From an optimization exercise on the open Yosys and OpenROAD flow, aimed at small area; shortcuts taken in it are not production practice. Function was checked by simulation only, so behaviour that the tests miss may differ from the original. Power figures rest on the tool's default switching activity, not on a simulated workload.

== branch violet ==
==> module bbtx, before the edit <==
module bbtx (
    input  wire        clk,
    input  wire        rst,
    input  wire        cmd_valid,
    input  wire [39:0] cmd_word,
    output wire        cmd_ready,
    output reg         resp_valid,
    output reg         resp_err,
    output reg  [31:0] resp_data,
    input  wire        preempt,
    input  wire        miso,
    output reg         sck,
    output reg         mosi,
    output reg         sel,
    output reg         txd,
    output reg         irq_mask,
    output wire        busy
);
    reg [31:0] cnt;
    reg        inited;
    reg        yx;
    reg        dly;      
    reg        md;       
    wire [32:0] y = {yx, resp_data};
    wire [7:0]  opc = cmd_word[39:32];
    wire [31:0] f   = cmd_word[31:0];
    wire op_init  = (opc == 8'h01);
    wire op_now   = (opc == 8'h02) && (f == 32'd0);
    wire op_elap  = (opc == 8'h03);
    wire op_us    = (opc == 8'h10);
    wire op_ms    = (opc == 8'h11);
    wire op_wait  = (opc == 8'h20);
    wire op_xfer  = (opc == 8'h30) && (f[31:8] == 24'd0);
    wire op_send  = (opc == 8'h40) && (f[31:8] == 24'd0);
    wire op_pin   = (opc[7:1] == 7'h28) && (f[31:2] == 30'd0);
    wire legal    = op_init | op_now | op_elap | op_us | op_ms | op_wait |
                    op_xfer | op_send | op_pin;
    wire us_hang  = (f[31:26] != 6'd0);         
    wire ms_hang  = (f >= 32'd67109);           
    wire busy_w   = dly | irq_mask;
    assign busy      = busy_w;
    assign cmd_ready = ~busy_w & ~preempt & ~rst;
    wire acc      = cmd_valid & ~busy_w & ~preempt;
    wire stall    = preempt & ~irq_mask;
    wire [31:0] cnt_inc;
    wire [32:0] ic;
    assign ic[0] = 1'b1;
    genvar gj;
    generate
        for (gj = 0; gj < 32; gj = gj + 1) begin : g_inc
            assign cnt_inc[gj] = cnt[gj] ^ ic[gj];
            assign ic[gj+1]    = cnt[gj] & ic[gj];
        end
    endgenerate
    wire [31:0] d;
    wire [32:0] dc;
    assign dc[0] = 1'b1;
    genvar gi;
    generate
        for (gi = 0; gi < 32; gi = gi + 1) begin : g_sub
            assign d[gi]    = cnt[gi] ^ ~f[gi] ^ dc[gi];
            assign dc[gi+1] = (cnt[gi] & ~f[gi]) | (dc[gi] & (cnt[gi] | ~f[gi]));
        end
    endgenerate
    wire        sat  = &y[32:1];
    wire        c8   = irq_mask | (~sat & (&y[7:0]));
    wire [7:0]  ylo;
    wire [24:0] yhi;
    wire [33:0] yc;
    assign yc[0] = ~(irq_mask | sat);
    assign yc[8] = c8;
    generate
        for (gj = 0; gj < 33; gj = gj + 1) begin : g_yinc
            if (gj < 8) begin : g_lo
                assign ylo[gj] = y[gj] ^ yc[gj];
                if (gj < 7) begin : g_c
                    assign yc[gj+1] = y[gj] & yc[gj];
                end
            end else begin : g_hi
                assign yhi[gj-8] = y[gj] ^ yc[gj];
                assign yc[gj+1]  = y[gj] & yc[gj];
            end
        end
    endgenerate
    wire ovf      = &y[20:8];                  
    wire ms_ovf   = &y[15:0];
    wire sh_send  = irq_mask & ~md;
    wire sh_xfer  = irq_mask & md;
    wire send_ev  = sh_send & ovf;
    wire send_end = sh_send & (&y[25:8]);
    wire x_rise   = sh_xfer & ovf & y[21];
    wire x_fall   = sh_xfer & ovf & ~y[21];
    wire x_mos    = sh_xfer & (&y[20:9]) & ~y[8] & y[21];
    wire x_end    = x_mos & (&y[25:22]);
    wire d_hang   = md & resp_err;
    wire d_wait   = ~md & resp_err;
    wire d_ok     = d_wait ? ~yhi[23] : sat;
    wire d_end    = dly & ~d_hang & ~stall & d_ok;
    reg [32:0] yn;
    always @* begin
        yn = {yhi, ylo};
        if (dly & md & ms_ovf)
            yn[10:9] = 2'b11;                          
        if (send_ev)
            yn[20:8] = yn[20:8] | 13'd1526;            
        if (x_rise)
            yn[20:8] = yn[20:8] | 13'd7552;            
        if (x_fall)
            yn[20:8] = yn[20:8] | 13'd7551;            
        if (send_ev)
            yn[7:0] = {1'b1, y[7:1]};
        if (x_mos & ~x_end)
            yn[7:1] = y[6:0];
        if (x_fall)
            yn[0] = miso;
        if (d_end | send_end)
            yn[31:0] = 32'd0;
        if (x_end)
            yn[31:8] = 24'd0;
        if (acc) begin
            if (op_now | op_elap | op_wait)
                yn = {1'b0, d};
            else if (op_us)
                yn = {1'b1, ~f[25:0], 6'h3f};
            else if (op_ms)
                yn = {~f[16:0], 16'hffff};
            else if (op_xfer)
                yn = {7'd0, 5'd15, 13'd8190, f[7:0]};
            else if (op_send)
                yn = {7'd0, 5'd22, 13'd1526, f[7:0]};
            else
                yn = 33'd0;
        end
    end
    always @(posedge clk) begin
        cnt <= (acc & op_init & ~inited) ? f : cnt_inc;
        {yx, resp_data} <= yn;
        if (acc)
            md <= op_ms | op_xfer | (op_us & us_hang);
        if (rst) begin
            inited     <= 1'b0;
            dly        <= 1'b0;
            irq_mask   <= 1'b0;
            resp_valid <= 1'b0;
            sel        <= 1'b1;
            sck        <= 1'b0;
            txd        <= 1'b1;
            mosi       <= 1'b0;
        end else begin
            resp_valid <= d_end | send_end | x_end;
            if (d_end) begin
                dly      <= 1'b0;
                resp_err <= 1'b0;
            end
            if (send_end | x_end)
                irq_mask <= 1'b0;
            if (x_end)
                sel <= 1'b1;
            if (send_ev & ~send_end)
                txd <= y[0];
            if (x_mos & ~x_end)
                mosi <= y[7];
            if (x_rise)
                sck <= 1'b1;
            if (x_fall)
                sck <= 1'b0;
            if (acc) begin
                resp_err <= ~legal | op_wait | (op_us & us_hang) | (op_ms & ms_hang);
                if (op_init)
                    inited <= 1'b1;
                if (op_us | op_ms | op_wait)
                    dly <= 1'b1;
                if (op_init | op_now | op_elap | op_pin | ~legal)
                    resp_valid <= 1'b1;
                if (op_xfer | op_send)
                    irq_mask <= 1'b1;
                if (op_xfer)
                    sel <= 1'b0;
                if (op_send)
                    txd <= 1'b0;
                if (op_pin) begin
                    case (f[1:0])
                        2'd0: sck  <= ~opc[0];
                        2'd1: mosi <= ~opc[0];
                        2'd2: sel  <= ~opc[0];
                        2'd3: txd  <= ~opc[0];
                    endcase
                end
            end
        end
    end
endmodule
Settings: LEC_CHECK=0, CAP_MARGIN=20, CORE_MARGIN=2, CORE_UTILIZATION=70, PLACE_DENSITY=0.8, SLEW_MARGIN=20; clock period 15.625 ns.
standard.sh (not shown) runs the stock make flow with config.mk's settings and CLKGATE_MAP_FILE= SYNTH_SCRIPT=/design/flow/synth_recipe.tcl, a recipe that flattens the netlist after the stock synthesis.
==> flow/flow/run.sh <==
#!/bin/bash
# Layout flow: the standard flow (standard.sh) with two changes:
#  - synthesis maps logic with ABC's area-oriented default script and with
#    full adders but not half adders extracted (everything else as
#    synth_recipe.tcl);
#  - port buffers use sky130_fd_sc_hd__buf_1;
#  - clock tree built from sky130_fd_sc_hd__clkbuf_8 without dummy loads.
set -euo pipefail
here=$PWD
# synthesis script: synth_recipe.tcl with the ABC call and adder extraction
# overridden before ORFS's synth.tcl is sourced
{
  head -n 1 synth_recipe.tcl
  sed "s|@ABC_SCRIPT@|$here/flow/area.abc|" flow/abc_override.tcl
  tail -n +2 synth_recipe.tcl
} > area_synth.tcl
bash standard.sh SYNTH_SCRIPT="$here/area_synth.tcl" \
  BUFFER_PORTS_ARGS="-buffer_cell sky130_fd_sc_hd__buf_1" \
  CTS_ARGS="-sink_clustering_enable -repair_clock_nets -dont_use_dummy_load -buf_list sky130_fd_sc_hd__clkbuf_8" \
  finish > standard_flow.log 2>&1
==> flow/flow/abc_override.tcl <==
# Map with an area-oriented ABC script, without the delay target and
# constraints; extract full adders only (no half adders).
proc abc {args} {
  set out {}
  set skip 0
  foreach a $args {
    if {$skip} { set skip 0; continue }
    if {$a eq "-script" || $a eq "-D" || $a eq "-constr"} { set skip 1; continue }
    lappend out $a
  }
  lappend out -script @ABC_SCRIPT@
  puts "abc override: $out"
  yosys abc {*}$out
}
proc extract_fa {args} { puts "extract_fa: full adders only"; yosys extract_fa -fa }
==> flow/flow/area.abc <==
strash
&get -n
&fraig -x
&put
scorr
dc2
dretime
strash
&get -n
&dch -f
&nf -R 1000
&put
--- input diff branch violet..branch fjord ---
diff --git a/flow/design.v b/flow/design.v
--- a/flow/design.v
+++ b/flow/design.v
@@ -110,12 +110,12 @@
         if (send_ev)
             yn[7:0] = {1'b1, y[7:1]};
-        if (x_mos & ~x_end)
+        if (x_mos)
             yn[7:1] = y[6:0];
         if (x_fall)
             yn[0] = miso;
         if (d_end | send_end)
-            yn[31:0] = 32'd0;
+            yn = 33'd0;
         if (x_end)
-            yn[31:8] = 24'd0;
+            yn = {25'd0, y[7:0]};
         if (acc) begin
             if (op_now | op_elap | op_wait)
## What came out
Between branch violet and branch fjord, the wire length of the first global-routing pass is lower for branch fjord. Relative to branch violet, final cell count has gone down in branch fjord. Compared branch fjord against branch violet; clock transition time at the flip-flop clock pins of the worst setup and hold paths within noise. Summary of branch fjord over branch violet: routed length on met1 shows a reduction of 1.6%, achievable frequency shows a reduction of 0.00059 GHz, minimum clock period after layout shows an increase of 0.14 ns. Looking at worst setup slack, branch fjord sits 0.14 ns below branch violet. Diff branch violet -> branch fjord | critical-path maximum fanout | decrease of 2. Comparing maximum clock skew at final layout for branch violet and branch fjord, the smaller number came from branch fjord. Per the comparison of branch fjord with branch violet, reported net switching power shrank by about 1.3%; worst vdd rail ir drop climbed about 3.6%.

[afterwards: timing with drivers on the ports]
In the flow no input, the clock included, has a driving cell. The finished layouts below were timed again as built, in two steps.
Step 1, drivers: a clkbuf_16 drives clk and a buf_2 each remaining input, both assumed.
Step 2 times the ports against the registers' clock, not the clock port: input delays grow and output delays shrink by t, the midpoint of the rising clock arrivals with the driver on.
Three values: ideal, step 1, step 2; two values: the first two.
run	t (ns)	setup WS [ns]	clock arrival spread, ns
branch violet	0.387	0.516 / 0.524 / 0.137	0.026 / 0.026
branch fjord	0.379	0.380 / 0.392 / 0.014	0.023 / 0.023
After both steps setup and hold are still met in every run listed. For branch violet, which loses most, drivers alone change the setup slack by +0.008 ns; drivers and shift together by -0.379 ns.
